Context: an optimization exercise on an open-source flow, tuned for small area, a short achievable clock period and few clock cycles per item. The choices shown serve that exercise and are no tape-out recipe.
The RTL of this run was laid out without a check of its function.
Power and IR drop assume default switching activity.

===== config.mk =====
export PLATFORM = sky130hd
export DESIGN_NAME = erf_decoder
export DESIGN_NICKNAME = erf_decoder
export VERILOG_FILES = /design/flow/design.v
export SDC_FILE = /design/flow/constraint.sdc
export NUM_CORES = 4
export LEC_CHECK = 0
export CAP_MARGIN = 20
export CORE_MARGIN = 2
export CORE_UTILIZATION = 40
export PLACE_DENSITY = 0.6
export SETUP_SLACK_MARGIN = 2.5
export SLEW_MARGIN = 20

===== constraint.sdc =====
create_clock -name core_clock -period 6.0 [get_ports {clk}]
set_input_delay 1.2000 -clock core_clock [delete_from_list [all_inputs] [get_ports {clk}]]
set_output_delay 1.2000 -clock core_clock [all_outputs]
set_load 0.01 [all_outputs]

===== design.v =====
module erf_decoder (
    input  wire         clk,
    input  wire         rst,
    input  wire         in_valid,
    output wire         in_ready,
    input  wire         in_vreset,
    input  wire         in_en,
    input  wire [119:0] in_pkt,
    output reg          out_valid,
    input  wire         out_ready,
    output wire         out_trigger,
    output wire [4:0]   out_err,
    output reg  [39:0]  out_ts,
    output reg  [1:0]   out_seq,
    output reg  [7:0]   out_sync,
    output reg  [15:0]  out_crc_rx,
    output wire [15:0]  out_crc_calc,
    output reg  [31:0]  out_flags_lo,
    output reg  [5:0]   out_flags_hi,
    output reg  [2:0]   out_grp_r,
    output reg  [2:0]   out_grp_s,
    output reg  [3:0]   out_pkt_err,
    output reg          out_mode,
    output reg  [4:0]   out_aux
);
    wire [103:0] d = in_pkt[119:16];
    wire [15:0]  crc_in;
    wire cx0 = d[28] ^ d[76];
    wire cx1 = d[4] ^ d[75];
    wire cx2 = d[19] ^ d[70];
    wire cx3 = d[41] ^ d[102];
    wire cx4 = d[47] ^ d[95];
    wire cx5 = d[90] ^ d[103];
    wire cx6 = d[17] ^ d[48];
    wire cx7 = d[49] ^ d[97];
    wire cx8 = d[50] ^ d[78];
    wire cx9 = d[10] ^ cx0;
    wire cx10 = d[0] ^ d[6];
    wire cx11 = d[1] ^ d[7];
    wire cx12 = d[2] ^ d[8];
    wire cx13 = d[3] ^ d[9];
    wire cx14 = d[5] ^ d[11];
    wire cx15 = d[12] ^ d[56];
    wire cx16 = d[15] ^ d[89];
    wire cx17 = d[16] ^ d[91];
    wire cx18 = d[27] ^ d[46];
    wire cx19 = d[44] ^ d[54];
    wire cx20 = d[45] ^ d[55];
    wire cx21 = d[69] ^ cx4;
    wire cx22 = d[71] ^ cx1;
    wire cx23 = d[96] ^ cx2;
    wire cx24 = d[13] ^ d[73];
    wire cx25 = d[14] ^ d[74];
    wire cx26 = d[20] ^ d[72];
    wire cx27 = d[29] ^ d[30];
    wire cx28 = d[68] ^ d[94];
    wire cx29 = d[18] ^ cx7;
    wire cx30 = d[26] ^ cx5;
    wire cx31 = d[81] ^ cx3;
    wire cx32 = cx9 ^ cx14;
    wire cx33 = d[21] ^ d[31];
    wire cx34 = d[22] ^ d[32];
    wire cx35 = d[23] ^ d[33];
    wire cx36 = d[24] ^ d[34];
    wire cx37 = d[25] ^ d[87];
    wire cx38 = d[42] ^ d[52];
    wire cx39 = d[43] ^ d[53];
    wire cx40 = d[51] ^ d[79];
    wire cx41 = d[57] ^ d[84];
    wire cx42 = d[58] ^ d[82];
    wire cx43 = d[59] ^ d[83];
    wire cx44 = d[65] ^ d[100];
    wire cx45 = d[66] ^ d[101];
    wire cx46 = d[80] ^ d[98];
    wire cx47 = d[35] ^ cx8;
    wire cx48 = d[36] ^ cx17;
    wire cx49 = d[39] ^ cx16;
    wire cx50 = d[67] ^ cx6;
    wire cx51 = d[86] ^ cx10;
    wire cx52 = d[88] ^ cx12;
    wire cx53 = d[92] ^ cx27;
    wire cx54 = d[93] ^ cx18;
    wire cx55 = d[77] ^ cx22;
    wire cx56 = d[99] ^ cx31;
    wire cx57 = cx21 ^ cx54;
    wire cx58 = cx23 ^ cx29;
    wire cx59 = d[61] ^ d[85];
    wire cx60 = d[38] ^ cx37;
    wire cx61 = d[63] ^ cx11;
    wire cx62 = cx13 ^ cx44;
    wire cx63 = cx19 ^ cx25;
    wire cx64 = cx20 ^ cx26;
    wire cx65 = cx15 ^ cx47;
    wire cx66 = cx36 ^ cx50;
    wire cx67 = cx43 ^ cx51;
    wire cx68 = cx28 ^ cx57;
    wire cx69 = cx32 ^ cx53;
    wire cx70 = d[60] ^ d[94];
    wire cx71 = d[40] ^ cx38;
    wire cx72 = cx24 ^ cx39;
    wire cx73 = cx33 ^ cx40;
    wire cx74 = cx34 ^ cx41;
    wire cx75 = cx35 ^ cx45;
    wire cx76 = d[64] ^ cx30;
    wire cx77 = cx5 ^ cx48;
    wire cx78 = cx30 ^ cx42;
    wire cx79 = cx49 ^ cx52;
    wire cx80 = d[37] ^ cx67;
    wire cx81 = d[97] ^ cx56;
    wire cx82 = cx11 ^ cx66;
    wire cx83 = cx46 ^ cx58;
    wire cx84 = d[2] ^ d[67];
    wire cx85 = d[4] ^ d[66];
    wire cx86 = d[5] ^ d[76];
    wire cx87 = d[6] ^ d[43];
    wire cx88 = d[7] ^ d[21];
    wire cx89 = d[8] ^ d[13];
    wire cx90 = d[9] ^ d[14];
    wire cx91 = d[11] ^ d[19];
    wire cx92 = d[12] ^ d[32];
    wire cx93 = d[15] ^ d[59];
    wire cx94 = d[22] ^ d[55];
    wire cx95 = d[23] ^ d[86];
    wire cx96 = d[25] ^ d[52];
    wire cx97 = d[29] ^ d[102];
    wire cx98 = d[33] ^ d[35];
    wire cx99 = d[34] ^ d[40];
    wire cx100 = d[37] ^ d[91];
    wire cx101 = d[44] ^ d[72];
    wire cx102 = d[45] ^ d[78];
    wire cx103 = d[48] ^ d[60];
    wire cx104 = d[53] ^ d[85];
    wire cx105 = d[54] ^ d[62];
    wire cx106 = d[58] ^ d[87];
    wire cx107 = d[62] ^ d[73];
    wire cx108 = d[64] ^ d[69];
    wire cx109 = d[70] ^ d[74];
    wire cx110 = d[75] ^ d[92];
    wire cx111 = d[77] ^ d[100];
    wire cx112 = d[93] ^ d[99];
    wire cx113 = d[27] ^ cx40;
    wire cx114 = d[31] ^ cx16;
    wire cx115 = d[42] ^ cx41;
    wire cx116 = d[46] ^ cx70;
    wire cx117 = d[56] ^ cx8;
    wire cx118 = d[57] ^ cx45;
    wire cx119 = d[79] ^ cx20;
    wire cx120 = d[95] ^ cx42;
    wire cx121 = d[96] ^ cx0;
    wire cx122 = d[103] ^ cx59;
    wire cx123 = cx1 ^ cx15;
    wire cx124 = cx2 ^ cx104;
    wire cx125 = cx3 ^ cx7;
    wire cx126 = cx4 ^ cx96;
    wire cx127 = cx6 ^ cx13;
    wire cx128 = cx10 ^ cx33;
    wire cx129 = cx12 ^ cx35;
    wire cx130 = cx17 ^ cx107;
    wire cx131 = cx19 ^ cx26;
    wire cx132 = cx34 ^ cx46;
    wire cx133 = cx39 ^ cx99;
    wire cx134 = cx88 ^ cx105;
    wire cx135 = cx89 ^ cx94;
    wire cx136 = cx90 ^ cx95;
    wire cx137 = cx98 ^ cx109;
    wire cx138 = d[1] ^ cx64;
    wire cx139 = d[3] ^ cx23;
    wire cx140 = d[16] ^ cx71;
    wire cx141 = d[24] ^ cx22;
    wire cx142 = d[71] ^ cx73;
    wire cx143 = d[80] ^ cx62;
    wire cx144 = d[88] ^ cx63;
    wire cx145 = d[101] ^ cx9;
    wire cx146 = cx21 ^ cx131;
    wire cx147 = cx24 ^ cx60;
    wire cx148 = cx25 ^ cx117;
    wire cx149 = cx61 ^ cx75;
    wire cx150 = cx64 ^ cx93;
    wire cx151 = cx72 ^ cx74;
    wire cx152 = cx87 ^ cx120;
    wire cx153 = cx108 ^ cx122;
    wire cx154 = cx110 ^ cx121;
    wire cx155 = d[0] ^ cx55;
    wire cx156 = d[47] ^ cx32;
    wire cx157 = d[82] ^ cx76;
    wire cx158 = cx52 ^ cx55;
    wire cx159 = cx58 ^ cx114;
    wire cx160 = cx59 ^ cx77;
    wire cx161 = cx65 ^ cx116;
    wire cx162 = cx78 ^ cx119;
    wire cx163 = cx79 ^ cx118;
    wire cx164 = d[65] ^ d[90];
    wire cx165 = d[98] ^ cx70;
    wire cx166 = cx100 ^ cx164;
    wire cx167 = cx47 ^ cx113;
    wire cx168 = cx115 ^ cx127;
    wire cx169 = cx165 ^ cx166;
    wire cx170 = cx56 ^ cx146;
    wire cx171 = cx167 ^ cx168;
    wire cx172 = cx169 ^ cx69;
    wire cx173 = cx155 ^ cx159;
    wire cx174 = cx170 ^ cx171;
    wire cx175 = cx172 ^ cx173;
    wire cx176 = cx174 ^ cx175;
    assign crc_in[0] = ~cx176;
    wire cx177 = d[38] ^ d[48];
    wire cx178 = d[73] ^ cx8;
    wire cx179 = cx38 ^ cx85;
    wire cx180 = cx92 ^ cx111;
    wire cx181 = cx112 ^ cx177;
    wire cx182 = cx178 ^ cx179;
    wire cx183 = cx180 ^ cx181;
    wire cx184 = cx138 ^ cx142;
    wire cx185 = cx152 ^ cx182;
    wire cx186 = cx183 ^ cx69;
    wire cx187 = cx83 ^ cx160;
    wire cx188 = cx184 ^ cx185;
    wire cx189 = cx186 ^ cx187;
    wire cx190 = cx188 ^ cx189;
    assign crc_in[1] = ~cx190;
    wire cx191 = d[18] ^ d[90];
    wire cx192 = cx3 ^ cx38;
    wire cx193 = cx84 ^ cx103;
    wire cx194 = cx191 ^ cx49;
    wire cx195 = cx123 ^ cx134;
    wire cx196 = cx137 ^ cx192;
    wire cx197 = cx193 ^ cx57;
    wire cx198 = cx67 ^ cx143;
    wire cx199 = cx145 ^ cx151;
    wire cx200 = cx194 ^ cx195;
    wire cx201 = cx196 ^ cx197;
    wire cx202 = cx198 ^ cx199;
    wire cx203 = cx200 ^ cx201;
    wire cx204 = cx202 ^ cx203;
    assign crc_in[2] = ~cx204;
    wire cx205 = d[49] ^ d[81];
    wire cx206 = cx28 ^ cx97;
    wire cx207 = cx103 ^ cx106;
    wire cx208 = cx205 ^ cx63;
    wire cx209 = cx115 ^ cx133;
    wire cx210 = cx135 ^ cx206;
    wire cx211 = cx207 ^ cx55;
    wire cx212 = cx139 ^ cx149;
    wire cx213 = cx208 ^ cx209;
    wire cx214 = cx210 ^ cx156;
    wire cx215 = cx160 ^ cx211;
    wire cx216 = cx212 ^ cx213;
    wire cx217 = cx214 ^ cx215;
    wire cx218 = cx216 ^ cx217;
    assign crc_in[3] = ~cx218;
    wire cx219 = d[62] ^ d[76];
    wire cx220 = cx14 ^ cx19;
    wire cx221 = cx100 ^ cx219;
    wire cx222 = cx53 ^ cx125;
    wire cx223 = cx136 ^ cx220;
    wire cx224 = cx221 ^ cx65;
    wire cx225 = cx66 ^ cx150;
    wire cx226 = cx152 ^ cx153;
    wire cx227 = cx222 ^ cx223;
    wire cx228 = cx158 ^ cx224;
    wire cx229 = cx225 ^ cx226;
    wire cx230 = cx227 ^ cx228;
    wire cx231 = cx229 ^ cx230;
    assign crc_in[4] = ~cx231;
    wire cx232 = d[20] ^ d[28];
    wire cx233 = d[29] ^ d[63];
    wire cx234 = d[84] ^ cx6;
    wire cx235 = cx15 ^ cx20;
    wire cx236 = cx91 ^ cx232;
    wire cx237 = cx233 ^ cx134;
    wire cx238 = cx234 ^ cx235;
    wire cx239 = cx236 ^ cx77;
    wire cx240 = cx141 ^ cx147;
    wire cx241 = cx237 ^ cx238;
    wire cx242 = cx68 ^ cx80;
    wire cx243 = cx81 ^ cx239;
    wire cx244 = cx240 ^ cx241;
    wire cx245 = cx242 ^ cx243;
    wire cx246 = cx244 ^ cx245;
    assign crc_in[5] = ~cx246;
    wire cx247 = d[10] ^ d[85];
    wire cx248 = cx18 ^ cx91;
    wire cx249 = cx247 ^ cx49;
    wire cx250 = cx60 ^ cx61;
    wire cx251 = cx62 ^ cx73;
    wire cx252 = cx135 ^ cx248;
    wire cx253 = cx65 ^ cx144;
    wire cx254 = cx249 ^ cx250;
    wire cx255 = cx251 ^ cx252;
    wire cx256 = cx81 ^ cx155;
    wire cx257 = cx157 ^ cx253;
    wire cx258 = cx254 ^ cx255;
    wire cx259 = cx256 ^ cx257;
    wire cx260 = cx258 ^ cx259;
    assign crc_in[6] = cx260;
    wire cx261 = d[13] ^ d[78];
    wire cx262 = d[83] ^ cx44;
    wire cx263 = cx261 ^ cx48;
    wire cx264 = cx71 ^ cx113;
    wire cx265 = cx123 ^ cx132;
    wire cx266 = cx136 ^ cx262;
    wire cx267 = cx138 ^ cx263;
    wire cx268 = cx264 ^ cx265;
    wire cx269 = cx266 ^ cx156;
    wire cx270 = cx157 ^ cx163;
    wire cx271 = cx267 ^ cx268;
    wire cx272 = cx269 ^ cx270;
    wire cx273 = cx271 ^ cx272;
    assign crc_in[7] = cx273;
    wire cx274 = d[14] ^ d[30];
    wire cx275 = d[51] ^ d[83];
    wire cx276 = cx84 ^ cx106;
    wire cx277 = cx274 ^ cx275;
    wire cx278 = cx72 ^ cx75;
    wire cx279 = cx128 ^ cx276;
    wire cx280 = cx277 ^ cx140;
    wire cx281 = cx141 ^ cx146;
    wire cx282 = cx278 ^ cx279;
    wire cx283 = cx83 ^ cx161;
    wire cx284 = cx280 ^ cx281;
    wire cx285 = cx282 ^ cx283;
    wire cx286 = cx284 ^ cx285;
    assign crc_in[8] = cx286;
    wire cx287 = d[36] ^ d[50];
    wire cx288 = d[61] ^ d[68];
    wire cx289 = d[98] ^ cx86;
    wire cx290 = cx287 ^ cx288;
    wire cx291 = cx126 ^ cx289;
    wire cx292 = cx290 ^ cx139;
    wire cx293 = cx142 ^ cx144;
    wire cx294 = cx150 ^ cx151;
    wire cx295 = cx291 ^ cx81;
    wire cx296 = cx82 ^ cx292;
    wire cx297 = cx293 ^ cx294;
    wire cx298 = cx295 ^ cx296;
    wire cx299 = cx297 ^ cx298;
    assign crc_in[9] = ~cx299;
    wire cx300 = d[17] ^ cx18;
    wire cx301 = cx28 ^ cx31;
    wire cx302 = cx74 ^ cx124;
    wire cx303 = cx126 ^ cx128;
    wire cx304 = cx129 ^ cx130;
    wire cx305 = cx300 ^ cx143;
    wire cx306 = cx148 ^ cx301;
    wire cx307 = cx302 ^ cx303;
    wire cx308 = cx304 ^ cx69;
    wire cx309 = cx162 ^ cx305;
    wire cx310 = cx306 ^ cx307;
    wire cx311 = cx308 ^ cx309;
    wire cx312 = cx310 ^ cx311;
    assign crc_in[10] = cx312;
    wire cx313 = d[65] ^ d[74];
    wire cx314 = d[84] ^ d[89];
    wire cx315 = cx36 ^ cx86;
    wire cx316 = cx101 ^ cx112;
    wire cx317 = cx313 ^ cx314;
    wire cx318 = cx124 ^ cx125;
    wire cx319 = cx132 ^ cx315;
    wire cx320 = cx316 ^ cx317;
    wire cx321 = cx78 ^ cx149;
    wire cx322 = cx318 ^ cx319;
    wire cx323 = cx320 ^ cx80;
    wire cx324 = cx161 ^ cx321;
    wire cx325 = cx322 ^ cx323;
    wire cx326 = cx324 ^ cx325;
    assign crc_in[11] = cx326;
    wire cx327 = d[36] ^ d[41];
    wire cx328 = cx85 ^ cx101;
    wire cx329 = cx102 ^ cx327;
    wire cx330 = cx62 ^ cx129;
    wire cx331 = cx328 ^ cx329;
    wire cx332 = cx147 ^ cx153;
    wire cx333 = cx330 ^ cx331;
    wire cx334 = cx69 ^ cx80;
    wire cx335 = cx82 ^ cx159;
    wire cx336 = cx332 ^ cx333;
    wire cx337 = cx334 ^ cx335;
    wire cx338 = cx336 ^ cx337;
    assign crc_in[12] = cx338;
    wire cx339 = d[26] ^ d[51];
    wire cx340 = d[72] ^ cx92;
    wire cx341 = cx102 ^ cx339;
    wire cx342 = cx51 ^ cx60;
    wire cx343 = cx63 ^ cx130;
    wire cx344 = cx340 ^ cx341;
    wire cx345 = cx56 ^ cx154;
    wire cx346 = cx342 ^ cx343;
    wire cx347 = cx344 ^ cx68;
    wire cx348 = cx82 ^ cx163;
    wire cx349 = cx345 ^ cx346;
    wire cx350 = cx347 ^ cx348;
    wire cx351 = cx349 ^ cx350;
    assign crc_in[13] = ~cx351;
    wire cx352 = cx13 ^ cx24;
    wire cx353 = cx37 ^ cx97;
    wire cx354 = cx111 ^ cx29;
    wire cx355 = cx50 ^ cx61;
    wire cx356 = cx137 ^ cx352;
    wire cx357 = cx353 ^ cx79;
    wire cx358 = cx140 ^ cx154;
    wire cx359 = cx354 ^ cx355;
    wire cx360 = cx356 ^ cx68;
    wire cx361 = cx162 ^ cx357;
    wire cx362 = cx358 ^ cx359;
    wire cx363 = cx360 ^ cx361;
    wire cx364 = cx362 ^ cx363;
    assign crc_in[14] = cx364;
    wire cx365 = d[41] ^ d[89];
    wire cx366 = cx27 ^ cx43;
    wire cx367 = cx365 ^ cx48;
    wire cx368 = cx127 ^ cx133;
    wire cx369 = cx366 ^ cx76;
    wire cx370 = cx145 ^ cx148;
    wire cx371 = cx367 ^ cx368;
    wire cx372 = cx68 ^ cx83;
    wire cx373 = cx158 ^ cx369;
    wire cx374 = cx370 ^ cx371;
    wire cx375 = cx372 ^ cx373;
    wire cx376 = cx374 ^ cx375;
    assign crc_in[15] = cx376;
    wire [39:0] i_ts   = in_pkt[119:80];
    wire [1:0]  i_seq  = in_pkt[25:24];
    wire [7:0]  i_sync = in_pkt[23:16];
    wire [7:0]  b3 = in_pkt[31:24];
    wire [7:0]  b4 = in_pkt[39:32];
    wire [7:0]  b5 = in_pkt[47:40];
    wire [7:0]  b6 = in_pkt[55:48];
    wire [7:0]  b7 = in_pkt[63:56];
    wire [7:0]  b8 = in_pkt[71:64];
    wire [7:0]  b9 = in_pkt[79:72];
    wire [37:0] i_flags = {b9, b8, b7[7:1], b6[5:0], b5[7:3], b4[7:4]};
    wire [135:0] i_res = {i_ts, i_seq, i_sync, in_pkt[15:0], crc_in ^ in_pkt[15:0], i_flags,
                          b5[0], b5[1], b5[2], b6[6], b6[7], b7[0],
                          b4[3:0], b3[7], b3[6:2]};
    reg          c_seq_have;
    reg  [1:0]   c_last_seq;
    reg          c_sync_have;
    reg  [7:0]   c_last_sync;
    reg  [39:0]  c_last_ts;
    reg          u_seq;    
    reg          u_sync;   
    reg          u_ts;     
    reg          r_trig;
    reg          r_seq_bad;
    reg          r_sync_rep;
    reg          r_sync_bad;
    reg          r_ts_bad;
    reg  [15:0]  r_synd;
    assign out_crc_calc = r_synd ^ out_crc_rx;
    wire crc_ok = (r_synd == 16'd0);
    assign out_trigger = r_trig & crc_ok;
    assign out_err     = crc_ok ? {r_ts_bad, r_sync_bad, r_sync_rep, r_seq_bad, 1'b0} : 5'h01;
    reg          c_ts_nz;
    reg          r_ts_nz;
    wire         e_seq  = u_seq  & crc_ok;
    wire         e_sync = u_sync & crc_ok;
    wire         e_ts   = u_ts   & crc_ok;
    wire         s_seq_have  = c_seq_have | e_seq;
    wire [1:0]   s_last_seq  = e_seq ? out_seq : c_last_seq;
    wire         s_sync_have = c_sync_have | e_sync;
    wire [7:0]   s_last_sync = e_sync ? out_sync : c_last_sync;
    wire [39:0]  s_last_ts   = e_ts ? out_ts : c_last_ts;
    wire         s_ts_nz     = e_ts ? r_ts_nz : c_ts_nz;
    assign in_ready = !out_valid || out_ready;
    wire acc     = in_valid && in_ready;
    wire acc_dec = acc && !in_vreset;
    wire ld      = acc_dec && in_en;
    wire clr     = rst || (acc && in_vreset);
    wire tc_g0_0 = i_ts[0] & ~c_last_ts[0];
    wire tc_e0_0 = ~(i_ts[0] ^ c_last_ts[0]);
    wire tc_g1_0 = i_ts[1] & ~c_last_ts[1];
    wire tc_e1_0 = ~(i_ts[1] ^ c_last_ts[1]);
    wire tc_g2_0 = i_ts[2] & ~c_last_ts[2];
    wire tc_e2_0 = ~(i_ts[2] ^ c_last_ts[2]);
    wire tc_g3_0 = i_ts[3] & ~c_last_ts[3];
    wire tc_e3_0 = ~(i_ts[3] ^ c_last_ts[3]);
    wire tc_g4_0 = i_ts[4] & ~c_last_ts[4];
    wire tc_e4_0 = ~(i_ts[4] ^ c_last_ts[4]);
    wire tc_g5_0 = i_ts[5] & ~c_last_ts[5];
    wire tc_e5_0 = ~(i_ts[5] ^ c_last_ts[5]);
    wire tc_g6_0 = i_ts[6] & ~c_last_ts[6];
    wire tc_e6_0 = ~(i_ts[6] ^ c_last_ts[6]);
    wire tc_g7_0 = i_ts[7] & ~c_last_ts[7];
    wire tc_e7_0 = ~(i_ts[7] ^ c_last_ts[7]);
    wire tc_g8_0 = i_ts[8] & ~c_last_ts[8];
    wire tc_e8_0 = ~(i_ts[8] ^ c_last_ts[8]);
    wire tc_g9_0 = i_ts[9] & ~c_last_ts[9];
    wire tc_e9_0 = ~(i_ts[9] ^ c_last_ts[9]);
    wire tc_g10_0 = i_ts[10] & ~c_last_ts[10];
    wire tc_e10_0 = ~(i_ts[10] ^ c_last_ts[10]);
    wire tc_g11_0 = i_ts[11] & ~c_last_ts[11];
    wire tc_e11_0 = ~(i_ts[11] ^ c_last_ts[11]);
    wire tc_g12_0 = i_ts[12] & ~c_last_ts[12];
    wire tc_e12_0 = ~(i_ts[12] ^ c_last_ts[12]);
    wire tc_g13_0 = i_ts[13] & ~c_last_ts[13];
    wire tc_e13_0 = ~(i_ts[13] ^ c_last_ts[13]);
    wire tc_g14_0 = i_ts[14] & ~c_last_ts[14];
    wire tc_e14_0 = ~(i_ts[14] ^ c_last_ts[14]);
    wire tc_g15_0 = i_ts[15] & ~c_last_ts[15];
    wire tc_e15_0 = ~(i_ts[15] ^ c_last_ts[15]);
    wire tc_g16_0 = i_ts[16] & ~c_last_ts[16];
    wire tc_e16_0 = ~(i_ts[16] ^ c_last_ts[16]);
    wire tc_g17_0 = i_ts[17] & ~c_last_ts[17];
    wire tc_e17_0 = ~(i_ts[17] ^ c_last_ts[17]);
    wire tc_g18_0 = i_ts[18] & ~c_last_ts[18];
    wire tc_e18_0 = ~(i_ts[18] ^ c_last_ts[18]);
    wire tc_g19_0 = i_ts[19] & ~c_last_ts[19];
    wire tc_e19_0 = ~(i_ts[19] ^ c_last_ts[19]);
    wire tc_g20_0 = i_ts[20] & ~c_last_ts[20];
    wire tc_e20_0 = ~(i_ts[20] ^ c_last_ts[20]);
    wire tc_g21_0 = i_ts[21] & ~c_last_ts[21];
    wire tc_e21_0 = ~(i_ts[21] ^ c_last_ts[21]);
    wire tc_g22_0 = i_ts[22] & ~c_last_ts[22];
    wire tc_e22_0 = ~(i_ts[22] ^ c_last_ts[22]);
    wire tc_g23_0 = i_ts[23] & ~c_last_ts[23];
    wire tc_e23_0 = ~(i_ts[23] ^ c_last_ts[23]);
    wire tc_g24_0 = i_ts[24] & ~c_last_ts[24];
    wire tc_e24_0 = ~(i_ts[24] ^ c_last_ts[24]);
    wire tc_g25_0 = i_ts[25] & ~c_last_ts[25];
    wire tc_e25_0 = ~(i_ts[25] ^ c_last_ts[25]);
    wire tc_g26_0 = i_ts[26] & ~c_last_ts[26];
    wire tc_e26_0 = ~(i_ts[26] ^ c_last_ts[26]);
    wire tc_g27_0 = i_ts[27] & ~c_last_ts[27];
    wire tc_e27_0 = ~(i_ts[27] ^ c_last_ts[27]);
    wire tc_g28_0 = i_ts[28] & ~c_last_ts[28];
    wire tc_e28_0 = ~(i_ts[28] ^ c_last_ts[28]);
    wire tc_g29_0 = i_ts[29] & ~c_last_ts[29];
    wire tc_e29_0 = ~(i_ts[29] ^ c_last_ts[29]);
    wire tc_g30_0 = i_ts[30] & ~c_last_ts[30];
    wire tc_e30_0 = ~(i_ts[30] ^ c_last_ts[30]);
    wire tc_g31_0 = i_ts[31] & ~c_last_ts[31];
    wire tc_e31_0 = ~(i_ts[31] ^ c_last_ts[31]);
    wire tc_g32_0 = i_ts[32] & ~c_last_ts[32];
    wire tc_e32_0 = ~(i_ts[32] ^ c_last_ts[32]);
    wire tc_g33_0 = i_ts[33] & ~c_last_ts[33];
    wire tc_e33_0 = ~(i_ts[33] ^ c_last_ts[33]);
    wire tc_g34_0 = i_ts[34] & ~c_last_ts[34];
    wire tc_e34_0 = ~(i_ts[34] ^ c_last_ts[34]);
    wire tc_g35_0 = i_ts[35] & ~c_last_ts[35];
    wire tc_e35_0 = ~(i_ts[35] ^ c_last_ts[35]);
    wire tc_g36_0 = i_ts[36] & ~c_last_ts[36];
    wire tc_e36_0 = ~(i_ts[36] ^ c_last_ts[36]);
    wire tc_g37_0 = i_ts[37] & ~c_last_ts[37];
    wire tc_e37_0 = ~(i_ts[37] ^ c_last_ts[37]);
    wire tc_g38_0 = i_ts[38] & ~c_last_ts[38];
    wire tc_e38_0 = ~(i_ts[38] ^ c_last_ts[38]);
    wire tc_g39_0 = i_ts[39] & ~c_last_ts[39];
    wire tc_e39_0 = ~(i_ts[39] ^ c_last_ts[39]);
    wire tc_g0_1 = tc_g1_0 | (tc_e1_0 & tc_g0_0);
    wire tc_e0_1 = tc_e1_0 & tc_e0_0;
    wire tc_g1_1 = tc_g3_0 | (tc_e3_0 & tc_g2_0);
    wire tc_e1_1 = tc_e3_0 & tc_e2_0;
    wire tc_g2_1 = tc_g5_0 | (tc_e5_0 & tc_g4_0);
    wire tc_e2_1 = tc_e5_0 & tc_e4_0;
    wire tc_g3_1 = tc_g7_0 | (tc_e7_0 & tc_g6_0);
    wire tc_e3_1 = tc_e7_0 & tc_e6_0;
    wire tc_g4_1 = tc_g9_0 | (tc_e9_0 & tc_g8_0);
    wire tc_e4_1 = tc_e9_0 & tc_e8_0;
    wire tc_g5_1 = tc_g11_0 | (tc_e11_0 & tc_g10_0);
    wire tc_e5_1 = tc_e11_0 & tc_e10_0;
    wire tc_g6_1 = tc_g13_0 | (tc_e13_0 & tc_g12_0);
    wire tc_e6_1 = tc_e13_0 & tc_e12_0;
    wire tc_g7_1 = tc_g15_0 | (tc_e15_0 & tc_g14_0);
    wire tc_e7_1 = tc_e15_0 & tc_e14_0;
    wire tc_g8_1 = tc_g17_0 | (tc_e17_0 & tc_g16_0);
    wire tc_e8_1 = tc_e17_0 & tc_e16_0;
    wire tc_g9_1 = tc_g19_0 | (tc_e19_0 & tc_g18_0);
    wire tc_e9_1 = tc_e19_0 & tc_e18_0;
    wire tc_g10_1 = tc_g21_0 | (tc_e21_0 & tc_g20_0);
    wire tc_e10_1 = tc_e21_0 & tc_e20_0;
    wire tc_g11_1 = tc_g23_0 | (tc_e23_0 & tc_g22_0);
    wire tc_e11_1 = tc_e23_0 & tc_e22_0;
    wire tc_g12_1 = tc_g25_0 | (tc_e25_0 & tc_g24_0);
    wire tc_e12_1 = tc_e25_0 & tc_e24_0;
    wire tc_g13_1 = tc_g27_0 | (tc_e27_0 & tc_g26_0);
    wire tc_e13_1 = tc_e27_0 & tc_e26_0;
    wire tc_g14_1 = tc_g29_0 | (tc_e29_0 & tc_g28_0);
    wire tc_e14_1 = tc_e29_0 & tc_e28_0;
    wire tc_g15_1 = tc_g31_0 | (tc_e31_0 & tc_g30_0);
    wire tc_e15_1 = tc_e31_0 & tc_e30_0;
    wire tc_g16_1 = tc_g33_0 | (tc_e33_0 & tc_g32_0);
    wire tc_e16_1 = tc_e33_0 & tc_e32_0;
    wire tc_g17_1 = tc_g35_0 | (tc_e35_0 & tc_g34_0);
    wire tc_e17_1 = tc_e35_0 & tc_e34_0;
    wire tc_g18_1 = tc_g37_0 | (tc_e37_0 & tc_g36_0);
    wire tc_e18_1 = tc_e37_0 & tc_e36_0;
    wire tc_g19_1 = tc_g39_0 | (tc_e39_0 & tc_g38_0);
    wire tc_e19_1 = tc_e39_0 & tc_e38_0;
    wire tc_g0_2 = tc_g1_1 | (tc_e1_1 & tc_g0_1);
    wire tc_e0_2 = tc_e1_1 & tc_e0_1;
    wire tc_g1_2 = tc_g3_1 | (tc_e3_1 & tc_g2_1);
    wire tc_e1_2 = tc_e3_1 & tc_e2_1;
    wire tc_g2_2 = tc_g5_1 | (tc_e5_1 & tc_g4_1);
    wire tc_e2_2 = tc_e5_1 & tc_e4_1;
    wire tc_g3_2 = tc_g7_1 | (tc_e7_1 & tc_g6_1);
    wire tc_e3_2 = tc_e7_1 & tc_e6_1;
    wire tc_g4_2 = tc_g9_1 | (tc_e9_1 & tc_g8_1);
    wire tc_e4_2 = tc_e9_1 & tc_e8_1;
    wire tc_g5_2 = tc_g11_1 | (tc_e11_1 & tc_g10_1);
    wire tc_e5_2 = tc_e11_1 & tc_e10_1;
    wire tc_g6_2 = tc_g13_1 | (tc_e13_1 & tc_g12_1);
    wire tc_e6_2 = tc_e13_1 & tc_e12_1;
    wire tc_g7_2 = tc_g15_1 | (tc_e15_1 & tc_g14_1);
    wire tc_e7_2 = tc_e15_1 & tc_e14_1;
    wire tc_g8_2 = tc_g17_1 | (tc_e17_1 & tc_g16_1);
    wire tc_e8_2 = tc_e17_1 & tc_e16_1;
    wire tc_g9_2 = tc_g19_1 | (tc_e19_1 & tc_g18_1);
    wire tc_e9_2 = tc_e19_1 & tc_e18_1;
    wire tc_g0_3 = tc_g1_2 | (tc_e1_2 & tc_g0_2);
    wire tc_e0_3 = tc_e1_2 & tc_e0_2;
    wire tc_g1_3 = tc_g3_2 | (tc_e3_2 & tc_g2_2);
    wire tc_e1_3 = tc_e3_2 & tc_e2_2;
    wire tc_g2_3 = tc_g5_2 | (tc_e5_2 & tc_g4_2);
    wire tc_e2_3 = tc_e5_2 & tc_e4_2;
    wire tc_g3_3 = tc_g7_2 | (tc_e7_2 & tc_g6_2);
    wire tc_e3_3 = tc_e7_2 & tc_e6_2;
    wire tc_g4_3 = tc_g9_2 | (tc_e9_2 & tc_g8_2);
    wire tc_e4_3 = tc_e9_2 & tc_e8_2;
    wire tc_g0_4 = tc_g1_3 | (tc_e1_3 & tc_g0_3);
    wire tc_e0_4 = tc_e1_3 & tc_e0_3;
    wire tc_g1_4 = tc_g3_3 | (tc_e3_3 & tc_g2_3);
    wire tc_e1_4 = tc_e3_3 & tc_e2_3;
    wire tc_g0_5 = tc_g1_4 | (tc_e1_4 & tc_g0_4);
    wire tc_e0_5 = tc_e1_4 & tc_e0_4;
    wire tc_g0_6 = tc_g4_3 | (tc_e4_3 & tc_g0_5);
    wire ts_gt_c = tc_g0_6;
    wire to_g0_0 = i_ts[0] & ~out_ts[0];
    wire to_e0_0 = ~(i_ts[0] ^ out_ts[0]);
    wire to_g1_0 = i_ts[1] & ~out_ts[1];
    wire to_e1_0 = ~(i_ts[1] ^ out_ts[1]);
    wire to_g2_0 = i_ts[2] & ~out_ts[2];
    wire to_e2_0 = ~(i_ts[2] ^ out_ts[2]);
    wire to_g3_0 = i_ts[3] & ~out_ts[3];
    wire to_e3_0 = ~(i_ts[3] ^ out_ts[3]);
    wire to_g4_0 = i_ts[4] & ~out_ts[4];
    wire to_e4_0 = ~(i_ts[4] ^ out_ts[4]);
    wire to_g5_0 = i_ts[5] & ~out_ts[5];
    wire to_e5_0 = ~(i_ts[5] ^ out_ts[5]);
    wire to_g6_0 = i_ts[6] & ~out_ts[6];
    wire to_e6_0 = ~(i_ts[6] ^ out_ts[6]);
    wire to_g7_0 = i_ts[7] & ~out_ts[7];
    wire to_e7_0 = ~(i_ts[7] ^ out_ts[7]);
    wire to_g8_0 = i_ts[8] & ~out_ts[8];
    wire to_e8_0 = ~(i_ts[8] ^ out_ts[8]);
    wire to_g9_0 = i_ts[9] & ~out_ts[9];
    wire to_e9_0 = ~(i_ts[9] ^ out_ts[9]);
    wire to_g10_0 = i_ts[10] & ~out_ts[10];
    wire to_e10_0 = ~(i_ts[10] ^ out_ts[10]);
    wire to_g11_0 = i_ts[11] & ~out_ts[11];
    wire to_e11_0 = ~(i_ts[11] ^ out_ts[11]);
    wire to_g12_0 = i_ts[12] & ~out_ts[12];
    wire to_e12_0 = ~(i_ts[12] ^ out_ts[12]);
    wire to_g13_0 = i_ts[13] & ~out_ts[13];
    wire to_e13_0 = ~(i_ts[13] ^ out_ts[13]);
    wire to_g14_0 = i_ts[14] & ~out_ts[14];
    wire to_e14_0 = ~(i_ts[14] ^ out_ts[14]);
    wire to_g15_0 = i_ts[15] & ~out_ts[15];
    wire to_e15_0 = ~(i_ts[15] ^ out_ts[15]);
    wire to_g16_0 = i_ts[16] & ~out_ts[16];
    wire to_e16_0 = ~(i_ts[16] ^ out_ts[16]);
    wire to_g17_0 = i_ts[17] & ~out_ts[17];
    wire to_e17_0 = ~(i_ts[17] ^ out_ts[17]);
    wire to_g18_0 = i_ts[18] & ~out_ts[18];
    wire to_e18_0 = ~(i_ts[18] ^ out_ts[18]);
    wire to_g19_0 = i_ts[19] & ~out_ts[19];
    wire to_e19_0 = ~(i_ts[19] ^ out_ts[19]);
    wire to_g20_0 = i_ts[20] & ~out_ts[20];
    wire to_e20_0 = ~(i_ts[20] ^ out_ts[20]);
    wire to_g21_0 = i_ts[21] & ~out_ts[21];
    wire to_e21_0 = ~(i_ts[21] ^ out_ts[21]);
    wire to_g22_0 = i_ts[22] & ~out_ts[22];
    wire to_e22_0 = ~(i_ts[22] ^ out_ts[22]);
    wire to_g23_0 = i_ts[23] & ~out_ts[23];
    wire to_e23_0 = ~(i_ts[23] ^ out_ts[23]);
    wire to_g24_0 = i_ts[24] & ~out_ts[24];
    wire to_e24_0 = ~(i_ts[24] ^ out_ts[24]);
    wire to_g25_0 = i_ts[25] & ~out_ts[25];
    wire to_e25_0 = ~(i_ts[25] ^ out_ts[25]);
    wire to_g26_0 = i_ts[26] & ~out_ts[26];
    wire to_e26_0 = ~(i_ts[26] ^ out_ts[26]);
    wire to_g27_0 = i_ts[27] & ~out_ts[27];
    wire to_e27_0 = ~(i_ts[27] ^ out_ts[27]);
    wire to_g28_0 = i_ts[28] & ~out_ts[28];
    wire to_e28_0 = ~(i_ts[28] ^ out_ts[28]);
    wire to_g29_0 = i_ts[29] & ~out_ts[29];
    wire to_e29_0 = ~(i_ts[29] ^ out_ts[29]);
    wire to_g30_0 = i_ts[30] & ~out_ts[30];
    wire to_e30_0 = ~(i_ts[30] ^ out_ts[30]);
    wire to_g31_0 = i_ts[31] & ~out_ts[31];
    wire to_e31_0 = ~(i_ts[31] ^ out_ts[31]);
    wire to_g32_0 = i_ts[32] & ~out_ts[32];
    wire to_e32_0 = ~(i_ts[32] ^ out_ts[32]);
    wire to_g33_0 = i_ts[33] & ~out_ts[33];
    wire to_e33_0 = ~(i_ts[33] ^ out_ts[33]);
    wire to_g34_0 = i_ts[34] & ~out_ts[34];
    wire to_e34_0 = ~(i_ts[34] ^ out_ts[34]);
    wire to_g35_0 = i_ts[35] & ~out_ts[35];
    wire to_e35_0 = ~(i_ts[35] ^ out_ts[35]);
    wire to_g36_0 = i_ts[36] & ~out_ts[36];
    wire to_e36_0 = ~(i_ts[36] ^ out_ts[36]);
    wire to_g37_0 = i_ts[37] & ~out_ts[37];
    wire to_e37_0 = ~(i_ts[37] ^ out_ts[37]);
    wire to_g38_0 = i_ts[38] & ~out_ts[38];
    wire to_e38_0 = ~(i_ts[38] ^ out_ts[38]);
    wire to_g39_0 = i_ts[39] & ~out_ts[39];
    wire to_e39_0 = ~(i_ts[39] ^ out_ts[39]);
    wire to_g0_1 = to_g1_0 | (to_e1_0 & to_g0_0);
    wire to_e0_1 = to_e1_0 & to_e0_0;
    wire to_g1_1 = to_g3_0 | (to_e3_0 & to_g2_0);
    wire to_e1_1 = to_e3_0 & to_e2_0;
    wire to_g2_1 = to_g5_0 | (to_e5_0 & to_g4_0);
    wire to_e2_1 = to_e5_0 & to_e4_0;
    wire to_g3_1 = to_g7_0 | (to_e7_0 & to_g6_0);
    wire to_e3_1 = to_e7_0 & to_e6_0;
    wire to_g4_1 = to_g9_0 | (to_e9_0 & to_g8_0);
    wire to_e4_1 = to_e9_0 & to_e8_0;
    wire to_g5_1 = to_g11_0 | (to_e11_0 & to_g10_0);
    wire to_e5_1 = to_e11_0 & to_e10_0;
    wire to_g6_1 = to_g13_0 | (to_e13_0 & to_g12_0);
    wire to_e6_1 = to_e13_0 & to_e12_0;
    wire to_g7_1 = to_g15_0 | (to_e15_0 & to_g14_0);
    wire to_e7_1 = to_e15_0 & to_e14_0;
    wire to_g8_1 = to_g17_0 | (to_e17_0 & to_g16_0);
    wire to_e8_1 = to_e17_0 & to_e16_0;
    wire to_g9_1 = to_g19_0 | (to_e19_0 & to_g18_0);
    wire to_e9_1 = to_e19_0 & to_e18_0;
    wire to_g10_1 = to_g21_0 | (to_e21_0 & to_g20_0);
    wire to_e10_1 = to_e21_0 & to_e20_0;
    wire to_g11_1 = to_g23_0 | (to_e23_0 & to_g22_0);
    wire to_e11_1 = to_e23_0 & to_e22_0;
    wire to_g12_1 = to_g25_0 | (to_e25_0 & to_g24_0);
    wire to_e12_1 = to_e25_0 & to_e24_0;
    wire to_g13_1 = to_g27_0 | (to_e27_0 & to_g26_0);
    wire to_e13_1 = to_e27_0 & to_e26_0;
    wire to_g14_1 = to_g29_0 | (to_e29_0 & to_g28_0);
    wire to_e14_1 = to_e29_0 & to_e28_0;
    wire to_g15_1 = to_g31_0 | (to_e31_0 & to_g30_0);
    wire to_e15_1 = to_e31_0 & to_e30_0;
    wire to_g16_1 = to_g33_0 | (to_e33_0 & to_g32_0);
    wire to_e16_1 = to_e33_0 & to_e32_0;
    wire to_g17_1 = to_g35_0 | (to_e35_0 & to_g34_0);
    wire to_e17_1 = to_e35_0 & to_e34_0;
    wire to_g18_1 = to_g37_0 | (to_e37_0 & to_g36_0);
    wire to_e18_1 = to_e37_0 & to_e36_0;
    wire to_g19_1 = to_g39_0 | (to_e39_0 & to_g38_0);
    wire to_e19_1 = to_e39_0 & to_e38_0;
    wire to_g0_2 = to_g1_1 | (to_e1_1 & to_g0_1);
    wire to_e0_2 = to_e1_1 & to_e0_1;
    wire to_g1_2 = to_g3_1 | (to_e3_1 & to_g2_1);
    wire to_e1_2 = to_e3_1 & to_e2_1;
    wire to_g2_2 = to_g5_1 | (to_e5_1 & to_g4_1);
    wire to_e2_2 = to_e5_1 & to_e4_1;
    wire to_g3_2 = to_g7_1 | (to_e7_1 & to_g6_1);
    wire to_e3_2 = to_e7_1 & to_e6_1;
    wire to_g4_2 = to_g9_1 | (to_e9_1 & to_g8_1);
    wire to_e4_2 = to_e9_1 & to_e8_1;
    wire to_g5_2 = to_g11_1 | (to_e11_1 & to_g10_1);
    wire to_e5_2 = to_e11_1 & to_e10_1;
    wire to_g6_2 = to_g13_1 | (to_e13_1 & to_g12_1);
    wire to_e6_2 = to_e13_1 & to_e12_1;
    wire to_g7_2 = to_g15_1 | (to_e15_1 & to_g14_1);
    wire to_e7_2 = to_e15_1 & to_e14_1;
    wire to_g8_2 = to_g17_1 | (to_e17_1 & to_g16_1);
    wire to_e8_2 = to_e17_1 & to_e16_1;
    wire to_g9_2 = to_g19_1 | (to_e19_1 & to_g18_1);
    wire to_e9_2 = to_e19_1 & to_e18_1;
    wire to_g0_3 = to_g1_2 | (to_e1_2 & to_g0_2);
    wire to_e0_3 = to_e1_2 & to_e0_2;
    wire to_g1_3 = to_g3_2 | (to_e3_2 & to_g2_2);
    wire to_e1_3 = to_e3_2 & to_e2_2;
    wire to_g2_3 = to_g5_2 | (to_e5_2 & to_g4_2);
    wire to_e2_3 = to_e5_2 & to_e4_2;
    wire to_g3_3 = to_g7_2 | (to_e7_2 & to_g6_2);
    wire to_e3_3 = to_e7_2 & to_e6_2;
    wire to_g4_3 = to_g9_2 | (to_e9_2 & to_g8_2);
    wire to_e4_3 = to_e9_2 & to_e8_2;
    wire to_g0_4 = to_g1_3 | (to_e1_3 & to_g0_3);
    wire to_e0_4 = to_e1_3 & to_e0_3;
    wire to_g1_4 = to_g3_3 | (to_e3_3 & to_g2_3);
    wire to_e1_4 = to_e3_3 & to_e2_3;
    wire to_g0_5 = to_g1_4 | (to_e1_4 & to_g0_4);
    wire to_e0_5 = to_e1_4 & to_e0_4;
    wire to_g0_6 = to_g4_3 | (to_e4_3 & to_g0_5);
    wire ts_gt_o = to_g0_6;
    wire sync_bad = !((i_sync == 8'h55) || (i_sync == 8'hAA));
    wire seq_bad_c  = c_seq_have && (i_seq != c_last_seq + 2'd1);
    wire seq_bad_o  = (i_seq != out_seq + 2'd1);
    wire seq_bad    = e_seq ? seq_bad_o : seq_bad_c;
    wire sync_rep_c = c_sync_have && (i_sync == c_last_sync);
    wire sync_rep_o = (i_sync == out_sync);
    wire sync_rep   = e_sync ? sync_rep_o : sync_rep_c;
    wire ts_bad_c   = c_ts_nz && !ts_gt_c;
    wire ts_bad_o   = r_ts_nz && !ts_gt_o;
    wire ts_bad     = e_ts ? ts_bad_o : ts_bad_c;
    wire [135:0] res_q = {out_ts, out_seq, out_sync, out_crc_rx, r_synd,
                          out_flags_hi, out_flags_lo, out_grp_r, out_grp_s,
                          out_pkt_err, out_mode, out_aux};
    wire [135:0] res_d = ({136{ld}} & i_res) | ({136{!acc}} & res_q);
    always @(posedge clk) begin
        if (clr) begin
            c_seq_have  <= 1'b0;
            c_last_seq  <= 2'd0;
            c_sync_have <= 1'b0;
            c_last_sync <= 8'h00;
            c_last_ts   <= 40'd0;
            c_ts_nz     <= 1'b0;
        end else begin
            c_seq_have  <= s_seq_have;
            c_last_seq  <= s_last_seq;
            c_sync_have <= s_sync_have;
            c_last_sync <= s_last_sync;
            c_last_ts   <= s_last_ts;
            c_ts_nz     <= s_ts_nz;
        end
        if (rst || !acc_dec) begin
            u_seq  <= 1'b0;
            u_sync <= 1'b0;
            u_ts   <= 1'b0;
        end else begin
            u_seq  <= in_en;
            u_sync <= in_en && !sync_bad;
            u_ts   <= in_en && !sync_bad && !ts_bad;
        end
        if (rst)
            out_valid <= 1'b0;
        else if (acc)
            out_valid <= !in_vreset;
        else if (out_ready)
            out_valid <= 1'b0;
        if (acc_dec) begin
            r_trig     <= ld && !sync_bad;
            r_seq_bad  <= ld && seq_bad;
            r_sync_bad <= ld && sync_bad;
            r_sync_rep <= ld && !sync_bad && sync_rep;
            r_ts_bad   <= ld && !sync_bad && ts_bad;
            r_ts_nz    <= ld && (i_ts != 40'd0);
        end
        {out_ts, out_seq, out_sync, out_crc_rx, r_synd,
         out_flags_hi, out_flags_lo, out_grp_r, out_grp_s,
         out_pkt_err, out_mode, out_aux} <= res_d;
    end
endmodule

===== run.sh =====
#!/bin/bash
# synth_recipe.tcl (not shown) runs the flow's synth.tcl, then flattens the netlist and writes it again
# the make line also repeats each setting of config.mk as NAME=value (left out here)
make -C /OpenROAD-flow-scripts/flow DESIGN_CONFIG=/design/flow/config.mk WORK_HOME=/design/flow/orfs CLKGATE_MAP_FILE= SYNTH_SCRIPT=/design/flow/synth_recipe.tcl finish

==> results.txt <==
## sequential cells by signal, indices dropped and copies added (netlist names), 4 cells and up
register      count
out_ts           40
out_flags_hi      6
r_synd           16
c_last_ts        40
out_crc_rx       16
out_pkt_err       4
c_last_sync       8
out_aux           5
out_flags_lo     32
out_sync          8
## cell usage in the layout, fill, tap and decap left out, drive strengths merged, types with 3 or more instances in the layout
master,count
dlygate4sd2,7
a22o,123
dlymetal6s2s,14
a21oi,64
clkinv,4
nor2b,3
nand3,8
nor2,27
o21ai,24
xor2,86
clkdlybuf4s50,248
edfxtp,6
nor3,5
nand2,119
nor4bb,4
nand4,19
ha,78
mux2i,8
buf,16
a21o,30
nor4,16
inv,88
xnor2,331
and2,8
dfxtp,193
clkbuf,18
## critical path: stages
cell and delay [ns]:
clkdlybuf4s50_1 0.78, ha_1 0.34, a21o_1 0.16, a21o_1 0.16
a21oi_1 0.13, o21ai_0 0.15, a221oi_2 0.35, o2111ai_1 0.25
o31ai_4 0.14, and2_1 0.17
## area by class of cell
type                       count  area share
clock buffer                  18      0.0264
clock inverter                14     0.00985
inverter                      81      0.0187
multi-input combinational    977       0.490
sequential                   199       0.249
tap                          396      0.0305
timing repair buffer         285       0.175
## routing by layer
layer	part of all wire	vias to the layer above
met2	0.47	334
met1	0.45	4896
met3	0.053	51
met4	0.023	0
li1	-	4929
met5	0	-
## power breakdown
| part | internal [W] | total, W | switching [W] | leakage [nW] |
|---|---|---|---|---|
| Combinational | 0.00127 | 0.00249 | 0.00121 | 4.16 |
| Sequential | 0.00142 | 0.00152 | 0.000101 | 1.63 |
| Clock | 0.000626 | 0.00120 | 0.000574 | 0.289 |
## cell families (layout without fill, tap and decap cells)
logic type	count (synthesis)	count (layout)	share of synthesized area
flip-flops	199	199	0.324
buffers and inverters	155	398	0.0496
multiplexers	8	8	0.00641
AND/OR/NAND/NOR	216	217	0.0794
XOR/XNOR	418	418	0.313
AO/OA/AOI/OAI	256	256	0.149
adder cells (fa/ha/maj)	78	78	0.0782
## worst max path at each step
stage | slack [ns] | start | endpoint | cells past startpoint
floorplan | 2.85 | in_pkt[89] | r_ts_bad | 10
global placement | 1.57 | in_pkt[88] | r_ts_bad | 11
detailed placement | 1.51 | in_pkt[88] | r_ts_bad | 11
CTS | 2.40 | in_pkt[105] | r_ts_bad | 11
global route | 2.45 | in_pkt[85] | r_ts_bad | 10
finish | 2.48 | in_pkt[85] | r_ts_bad | 10
## per-stage QoR
stage	hold slack [ns]	instance area, um^2
global placement	0.442	15400
detailed placement	0.447	15400
floorplan	0.436	12500
global route	0.475	16300
finish	0.456	16300
CTS	0.457	16100
## what timing repair did
action,CTS,global route
gates resized for setup,19,22
cloned,1,0
buffers inserted,5,3
pin swaps,4,2
endpoints found under the hold margin,0,0
setup endpoints to repair,11,13
==> impl_metrics.csv <==
group,metric,value,unit
run,max_cap_violations,0,
layout,antenna_cells,0,
worst_setup_path,cp_data_required_time,6.32,ns
layout,fin_util,0.530,
route,wl,43200,um
timing,grt_setup_unrepaired,"yes",
layout,fin_nets,1765,
layout,fin_cells,1970,
floorplan,core_region_area,0.0307,mm^2
worst_hold_path,min_path_type,"reg -> reg",
worst_hold_path,holdPathStages,2,
worst_setup_path,worstPathMaxFanout,6,
placement,dp_slack,1.51,ns
yosys,yosysTopAreaCell,"dfxtp_1",
clocking,cts.sinks,199,
worst_setup_path,r2r_end,"r_ts_bad",
yosys,ys.flop_type,"dfxtp_1",
clocking,cts_tree,"yes",
timing,finalSetupTns,0,ns
yosys,ys_ff_latch,199,
layout,drive_above_1_share,0.0604,
yosys,synth_top_area_frac,0.309,
placement,place_hpwl,33800,um
clocking,clk_pin_slew,0.07,ns
yosys,synth_enable_flop_cells,6,
timing,skew,0.0132,ns
run_status,status,"finished clean",
route,post-route-drc-count,0,
timing,period_share,0.586,
yosys,yosys-top-cells-area,"dfxtp_1 31%, xnor2_1 22%, a22o_1 8.6%, ha_1 7.8%, xor2_1 5.3%",
global_route,grt-ovfl-total,0,
placement,io_buffers,269,
floorplan,num_rows,64,
floorplan,io-pin-count,270,
yosys,synth_most_common_cell,"xnor2_1",
global_route,grt_first_pass_wirelength,64700,um
floorplan,die_h,181,um
global_route,grtUsageMet3,0.0451,
worst_hold_path,holdPathEnd,"c_last_ts[12]",
layout,areaGrowthSynthToFinish,30.2,%
power_and_ir_drop,ir_drop,226,uV
timing,finalSetupViolCount,0,
clocking,cts-root-buf,"clkbuf_16",
placement,routabilityCongestion,0.997,
worst_setup_path,crit_type,"in -> reg",
yosys,avgSynthCellArea,9.39,um^2
clocking,cts.htree.levels,4,
floorplan,initial_core_util,0.407,
yosys,synth_async_sr_flop_share,0,
global_route,grtUsageTotal,0.262,
yosys,ys_seq_area_frac,0.324,
global_route,gr-usage-met2,0.432,
yosys,synth.distinct_cells,49,
timing,slew_headroom,0.421,
worst_setup_path,regToRegSetupSlack,2.96,ns
yosys,yosysWarnings,1,
timing,layout_min_cycle_time,3.52,ns
clocking,clockBufferDepth,2,
yosys,syn_area,0.0125,mm^2
clocking,numCtsBuffers,17,
worst_hold_path,hp-start,"c_last_ts[12]",
clocking,cts-hold-fix-buffers,0,
worst_setup_path,critPathCaptureType,"flip-flop",
floorplan,die_w,181,um
placement,dp.cells,1929,
route,drtIter0Drc,589,
global_route,grt.busiest_layer,"met2",
floorplan,dieArea,0.0326,mm^2
route,vias_per_cell,5.18,
worst_setup_path,ff2ff_path_depth,11,
global_route,use_met1,0.351,
layout,seq_area,0.00404,mm^2
timing,timing.final.ws_setup,2.48,ns
layout,nFillCells,2827,
worst_setup_path,reg2reg_from,"r_synd[9]",
power_and_ir_drop,p_leak,6.08,nW
clocking,clock_latency,0.45,ns
timing,drv_slew,0,
route,vias,10200,
power_and_ir_drop,powerDensity,320,mW/mm^2
timing,fmax,0.284,GHz
timing,hold_viol,0,
yosys,synth.top_cells.by_count,"312 x xnor2_1, 193 x dfxtp_1, 123 x a22o_1",
yosys,netlist_instances,1330,
power_and_ir_drop,finalPower,0.00521,W
timing,tightest_slew,0.868,ns
route,wl_per_cell,21.9,um
worst_setup_path,crit_path_start_kind,"input port",
route,final_antenna_net_count,0,
global_route,antenna_found_initial,0,
worst_setup_path,cp.arrival,3.84,ns
global_route,grt_max_degree,71,
yosys,syn-num-nets,1534,
route,drtPass1Iterations,6,
layout,multi_input_area,0.00797,mm^2
global_route,grt_pass1_vias,10200,

re-timing with driven ports:
In the flow no input, the clock included, has a driving cell. The finished layout below was timed again as built, in two steps. Step 1: set_driving_cell puts a clkbuf_16 on clk and a buf_2 on each other input, an assumption about the parent block. Step 2 adds t to the input delays and takes it off the output delays; t is the mean of the earliest and latest rising clock arrival at the registers after step 1. Input paths then give back, and output paths get back, about the clock's delay inside the block. a / b / c = ideal / step 1 / step 2; a / b = the first two.
t, ns: 0.495
setup slack, ns: 2.481 / 2.508 / 2.013
worst hold slack (ns): 0.456 / 0.456 / 0.456
latest minus earliest clock arrival (ns): 0.015 / 0.015
After both steps setup and hold are still met in this run. For this run, drivers alone change the setup slack by +0.027 ns; drivers and shift together by -0.468 ns.
